This design comes from an exercise in tuning for small area, a short achievable clock period and few clock cycles per item on the open sky130 flow, not from production work.

Setup of red:
==> flow/design.v <==
module lfp16_mcu (
    input  wire        clk,
    input  wire        rst,         
    input  wire        cmd_valid,
    output wire        cmd_ready,
    input  wire [63:0] cmd,
    output reg         rsp_valid,
    input  wire        rsp_ready,
    output wire [63:0] rsp
);
    reg [3:0] cfg_f;
    reg       cfg_rmode;    
    wire [7:0]  op = cmd[63:56];
    wire [14:0] ma = cmd[14:0];
    wire [14:0] mb = cmd[46:32];
    wire        sa = cmd[15];
    wire        sb = cmd[47];
    wire [31:0] x  = cmd[31:0];
    wire z_rsv = ~|cmd[55:48];
    wire z_b   = ~|cmd[47:32];
    wire z_ahi = ~|cmd[31:16];
    wire mz_a  = ~|ma;
    wire mz_b  = ~|mb;
    wire a_zero = mz_a & ~sa;
    wire a_nar  = mz_a & sa;
    wire b_zero = z_b;
    wire b_nar  = mz_b & sb;
    wire ok_n   = z_rsv & z_b & z_ahi & a_zero;
    wire ok_u16 = z_rsv & z_b & z_ahi;
    wire ok_u32 = z_rsv & z_b;
    wire ok_b16 = z_rsv & z_ahi;
    wire hi0 = (op[7:4] == 4'h0);
    wire hi1 = (op[7:4] == 4'h1);
    wire hi2 = (op[7:4] == 4'h2);
    wire [3:0] lo = op[3:0];
    wire is_getcfg = hi0 & (lo == 4'h1);
    wire is_setf   = hi0 & (lo == 4'h2);
    wire is_setr   = hi0 & (lo == 4'h3);
    wire is_mul    = hi1 & (lo == 4'h0);
    wire is_div    = hi1 & (lo == 4'h1);
    wire is_sqr    = hi1 & (lo == 4'h2);
    wire is_sqrt   = hi1 & (lo == 4'h3);
    wire is_inv    = hi1 & (lo == 4'h4);
    wire is_neg    = hi1 & (lo == 4'h5);
    wire is_cmp    = hi2 & (lo <= 4'h4);
    wire illegal = ~(((is_mul | is_div | is_cmp) & ok_b16) |
                     ((is_sqr | is_sqrt | is_inv | is_neg) & ok_u16) |
                     (is_getcfg & ok_n) | ((is_setf | is_setr) & ok_u32));
    wire f_fmt  = (x[3:0] < 4'd7) | (x[3:0] > 4'd11) | (|x[15:4]);
    wire f_rnd  = |x[15:1];
    wire f_neg  = sa & ~mz_a;
    wire [2:0] fault = illegal ? 3'd4 :
                       (is_sqrt & f_neg) ? 3'd3 :
                       (is_setr & f_rnd) ? 3'd2 :
                       (is_setf & f_fmt) ? 3'd1 : 3'd0;
    wire notice  = is_setf & ~illegal & ~f_fmt;
    wire set_r   = is_setr & ~illegal & ~f_rnd;
    wire q_inv  = op[5] | op[2] | op[0];
    wire q_k    = ~op[5] & (op[1] | op[2] | ~op[4]);
    wire k_14   = q_k & ~(op[4] & op[1] & ~op[0]);         
    wire k_13   = op[4] & op[1] & op[0];                  
    wire p_m    = op[5] | (op[4] & ~op[1] & (~op[2] | op[0]));
    wire p_sqr  = op[4] & op[1] & ~op[0];
    wire p_sqrt = op[4] & op[1] & op[0];
    wire p_inv  = op[4] & op[2] & ~op[0];
    wire p_cfg  = ~op[4];
    wire r_bit  = cfg_rmode & ma[0] & ma[1];
    wire [14:0] q_val = ((mb ^ {15{q_inv}}) & {15{~q_k}}) | {k_14, k_13, 13'd0};
    wire [15:0] p_alt = ({ma, 1'b0} & {16{p_sqr}}) | ({2'b0, ma[14:1]} & {16{p_sqrt}}) |
                        ({1'b0, ~ma} & {16{p_inv}}) |
                        ({7'd0, cfg_rmode, ~cfg_f, cfg_f} & {16{p_cfg}});
    wire [15:0] p_val = p_m ? {1'b0, ma} : p_alt;
    wire        c_in  = p_sqrt ? r_bit : (q_inv & ~q_k) | p_inv;
    wire [16:0] t_ext = {p_val, 1'b1} + {1'b0, q_val, c_in};
    wire [15:0] t     = t_ext[16:1];
    reg k_n, s15_n;
    always @(*) begin
        k_n = 1'b1; s15_n = 1'b0;
        if (is_getcfg) begin
            k_n = 1'b0;
        end else if (is_mul) begin
            k_n = a_nar | b_nar | a_zero | b_zero;
            s15_n = a_nar | b_nar | (~a_zero & ~b_zero & (sa ^ sb));
        end else if (is_div) begin
            k_n = a_nar | b_nar | b_zero | a_zero;
            s15_n = a_nar | b_nar | b_zero | (~a_zero & (sa ^ sb));
        end else if (is_sqr | is_sqrt) begin
            k_n = mz_a;
            s15_n = a_nar;
        end else if (is_inv) begin
            k_n = mz_a;
            s15_n = mz_a | sa;
        end else if (is_neg) begin
            k_n = mz_a;
            s15_n = sa ^ ~mz_a;
        end
    end
    wire lt11 = sa & ~sb;                   
    wire eq11 = ~(sa ^ sb);
    wire lt10 = sa;                         
    wire lt0  = ~sb;                        
    reg  x11_n, x10_n, x0_n;
    always @(*) begin
        case (lo[2:0])
            3'd0:    begin x11_n = eq11;          x10_n = 1'b0;  x0_n = 1'b0; end
            3'd1:    begin x11_n = lt11 | eq11;   x10_n = lt10;  x0_n = lt0;  end
            3'd2:    begin x11_n = lt11;          x10_n = lt10;  x0_n = lt0;  end
            3'd3:    begin x11_n = ~lt11 & ~eq11; x10_n = ~lt10; x0_n = ~lt0; end
            default: begin x11_n = ~lt11;         x10_n = ~lt10; x0_n = ~lt0; end
        endcase
    end
    wire cmp_ok = is_cmp & ~a_nar & ~b_nar;
    assign cmd_ready = ~rsp_valid | rsp_ready;
    reg [15:0] r_t;
    reg        r_k, r_s15, r_x11, r_x10, r_x0;
    reg [2:0]  r_fc;        
    always @(posedge clk) begin
        if (rst) begin
            cfg_f     <= 4'd8;
            cfg_rmode <= 1'b0;
            rsp_valid <= 1'b0;
        end else begin
            rsp_valid <= cmd_valid | (rsp_valid & ~rsp_ready);
            if (cmd_valid & cmd_ready & notice) cfg_f     <= x[3:0];
            if (cmd_valid & cmd_ready & set_r)  cfg_rmode <= x[0];
        end
        if (cmd_ready) begin
            r_t      <= t;
            r_k      <= k_n;
            r_s15    <= s15_n;
            r_x11    <= x11_n & cmp_ok;
            r_x10    <= x10_n & cmp_ok;
            r_x0     <= x0_n & cmp_ok;
            r_fc     <= notice ? 3'd5 : fault;
        end
    end
    wire over  = r_t[15] & r_t[14];
    wire under = ~r_t[15] & ~r_t[14];
    wire z13_1 = ~|r_t[13:1];
    wire [14:0] m_cl;
    assign m_cl[14]   = r_t[15];
    assign m_cl[13:1] = (r_t[13:1] | {13{over}}) & {13{~under}};
    assign m_cl[0]    = r_t[0] | over | under | (~r_t[15] & z13_1);
    wire [2:0] r_fault  = {r_fc[2] & ~r_fc[0], r_fc[1], r_fc[0] & ~r_fc[2]};
    wire       r_notice = r_fc[2] & r_fc[0];
    wire live = ~r_fc[1] & ~(r_fc[2] ^ r_fc[0]);
    wire [15:0] r_res;
    assign r_res[15]   = r_s15 & live;
    assign r_res[14:1] = m_cl[14:1] & {14{~r_k & live}};
    wire eq_m = ~r_t[14] & z13_1 & ~r_t[0];           
    wire c_bit = r_t[15] ? (eq_m ? r_x11 : r_x10) : r_x0;
    assign r_res[0]    = ((m_cl[0] & ~r_k) | c_bit) & live;
    assign rsp = {28'd0, r_notice, r_fault, 16'd0, r_res};
endmodule
Settings: LEC_CHECK=0, CAP_MARGIN=20, CORE_MARGIN=2, CORE_UTILIZATION=40, SETUP_SLACK_MARGIN=2.0, SLEW_MARGIN=20; clock period 6.0 ns.
standard.sh (not shown) runs the stock make flow with config.mk's settings and CLKGATE_MAP_FILE= SYNTH_SCRIPT=/design/flow/synth_recipe.tcl, a recipe that flattens the netlist after the stock synthesis.
==> flow/flow/run.sh <==
#!/bin/bash
# Own flow: the standard layout (standard.sh), except
#  - synthesis (flow/mysynth.tcl) maps with flow/abc.script; the registers
#    are those of the standard synthesis;
#  - every port still gets its buffer, but a plain sky130 buf_1 instead of
#    the delay cell buffer_ports picks by default;
#  - flow/opts.sh may set further options (see there).
# Each tool's output goes to a log file here (synth.log, layout.log).
set -euo pipefail
W=$(pwd)
export MY_ABC_SCRIPT="$W/flow/abc.script"
export MY_ABC_D=
export BUFFER_PORTS_ARGS="-buffer_cell sky130_fd_sc_hd__buf_1"
if [[ -f "$W/flow/opts.sh" ]]; then source "$W/flow/opts.sh"; fi
make -C "$FLOW_HOME" DESIGN_CONFIG="$W/config.mk" WORK_HOME="$W/orfs" CLKGATE_MAP_FILE= \
  SYNTH_SCRIPT="$W/flow/mysynth.tcl" synth > "$W/synth.log" 2>&1
bash standard.sh finish > "$W/layout.log" 2>&1
==> flow/flow/abc.script <==
strash
dc2
dch -f
map -D 1200
topo
buffer -p
upsize -D 1200
dnsize -D 1200
stime -p
==> flow/flow/mysynth.tcl <==
# The standard synthesis (synth_recipe.tcl), with only the ABC mapping call
# replaced: flow/abc.script (MY_ABC_SCRIPT) instead of the ORFS speed script,
# and, when MY_NO_FA is set, no extraction of full/half adder cells.
proc synth {args} { yosys synth -nofsm -noshare {*}$args }
proc abc {args} {
  set out {}
  set skip 0
  foreach a $args {
    if {$skip} { set skip 0; continue }
    if {$a eq "-script" || $a eq "-D"} { set skip 1; continue }
    lappend out $a
  }
  if {[info exists ::env(MY_ABC_SCRIPT)] && $::env(MY_ABC_SCRIPT) ne ""} {
    lappend out -script $::env(MY_ABC_SCRIPT)
  }
  if {[info exists ::env(MY_ABC_D)] && $::env(MY_ABC_D) ne ""} {
    lappend out -D $::env(MY_ABC_D)
  }
  puts "abc call: $out"
  yosys abc {*}$out
}
if {[info exists ::env(MY_NO_FA)] && $::env(MY_NO_FA) ne ""} { set ::env(ADDER_MAP_FILE) "" }
source $::env(SCRIPTS_DIR)/synth.tcl
# left out here: clear keep_hierarchy, flatten, clean up, hide names made inside functions, write 1_2_yosys.v
==> flow/flow/opts.sh <==
# keep the single tie cell synthesis makes for the constant outputs
export SKIP_REPAIR_TIE_FANOUT=1
Input-level comparison between blue and red:
--- a/flow/design.v
+++ b/flow/design.v
@@ -69,12 +69,13 @@
     wire [15:0] p_alt = ({ma, 1'b0} & {16{p_sqr}}) | ({2'b0, ma[14:1]} & {16{p_sqrt}}) |
                         ({1'b0, ~ma} & {16{p_inv}}) |
                         ({7'd0, cfg_rmode, ~cfg_f, cfg_f} & {16{p_cfg}});
     wire [15:0] p_val = p_m ? {1'b0, ma} : p_alt;
     wire        c_in  = p_sqrt ? r_bit : (q_inv & ~q_k) | p_inv;
-    wire [16:0] t_ext = {p_val, 1'b1} + {1'b0, q_val, c_in};
-    wire [15:0] t     = t_ext[16:1];
+    wire [9:0] lo_ext = {1'b0, p_val[7:0], 1'b1} + {1'b0, q_val[7:0], c_in};
+    wire [8:0] t_lo   = lo_ext[9:1];            
+    wire [7:0] u_hi   = p_val[15:8] + {1'b0, q_val[14:8]};
     reg k_n, s15_n;
     always @(*) begin
         k_n = 1'b1; s15_n = 1'b0;
         if (is_getcfg) begin
             k_n = 1'b0;
@@ -109,11 +110,12 @@
             default: begin x11_n = ~lt11;         x10_n = ~lt10; x0_n = ~lt0; end
         endcase
     end
     wire cmp_ok = is_cmp & ~a_nar & ~b_nar;
     assign cmd_ready = ~rsp_valid | rsp_ready;
-    reg [15:0] r_t;
+    reg [8:0]  r_lo;
+    reg [7:0]  r_hi;
     reg        r_k, r_s15, r_x11, r_x10, r_x0;
     reg [2:0]  r_fc;        
     always @(posedge clk) begin
         if (rst) begin
             cfg_f     <= 4'd8;
@@ -123,22 +125,25 @@
             rsp_valid <= cmd_valid | (rsp_valid & ~rsp_ready);
             if (cmd_valid & cmd_ready & notice) cfg_f     <= x[3:0];
             if (cmd_valid & cmd_ready & set_r)  cfg_rmode <= x[0];
         end
         if (cmd_ready) begin
-            r_t      <= t;
+            r_lo     <= t_lo;
+            r_hi     <= u_hi;
             r_k      <= k_n;
             r_s15    <= s15_n;
             r_x11    <= x11_n & cmp_ok;
             r_x10    <= x10_n & cmp_ok;
             r_x0     <= x0_n & cmp_ok;
             r_fc     <= notice ? 3'd5 : fault;
         end
     end
+    wire [15:0] r_t = {r_hi + {7'd0, r_lo[8]}, r_lo[7:0]};
+    wire z_hi = r_lo[8] ? (&r_hi[5:0]) : ~|r_hi[5:0];
     wire over  = r_t[15] & r_t[14];
     wire under = ~r_t[15] & ~r_t[14];
-    wire z13_1 = ~|r_t[13:1];
+    wire z13_1 = z_hi & ~|r_lo[7:1];
     wire [14:0] m_cl;
     assign m_cl[14]   = r_t[15];
     assign m_cl[13:1] = (r_t[13:1] | {13{over}}) & {13{~under}};
     assign m_cl[0]    = r_t[0] | over | under | (~r_t[15] & z13_1);
     wire [2:0] r_fault  = {r_fc[2] & ~r_fc[0], r_fc[1], r_fc[0] & ~r_fc[2]};
## What came out
- Row number of non-clock inverters: blue lower / red higher
- Summary of blue over red: global placer's final weighted congestion went down 0.14, worst setup slack before clock tree synthesis went up 0.41 ns, number of core rows shows an increase of 1, post-route standard cell area excluding fillers fell 460 sq um.
- Setup slack in blue is larger than in red.
- Utilization in blue vs red: down 7.7 points
- blue vs red — post-detailed-route wirelength per cell dropped by a few percent
No run of this note included a check of the RTL's function; only the layout flow was run.

==> what the ideal ports hide <==
The results above use ideal ports. As a check the final layouts listed here were re-extracted and re-timed, cells and wires unchanged. Step 1: set_driving_cell puts a clkbuf_16 on clk and a buf_2 on each other input, an assumption about the parent block. Step 2 also shifts input and output timing later by t, the mid clock arrival at the registers, as if the neighbouring blocks saw the same clock. Three values: ideal ports, drivers, drivers and shift; two values: the first two.
| run | t, ns | setup WS [ns] | worst setup path at the end | clock arrival spread, ns |
|---|---|---|---|---|
| red | 0.314 | 1.895 / 1.873 / 1.560 | input to register | 0.013 / 0.013 |
| blue | 0.314 | 2.259 / 2.259 / 1.954 | input to register | 0.011 / 0.011 |
After both steps setup and hold are still met in every run listed. The setup slack of red, which loses most, moves by -0.022 ns with the drivers and by -0.335 ns with both steps.
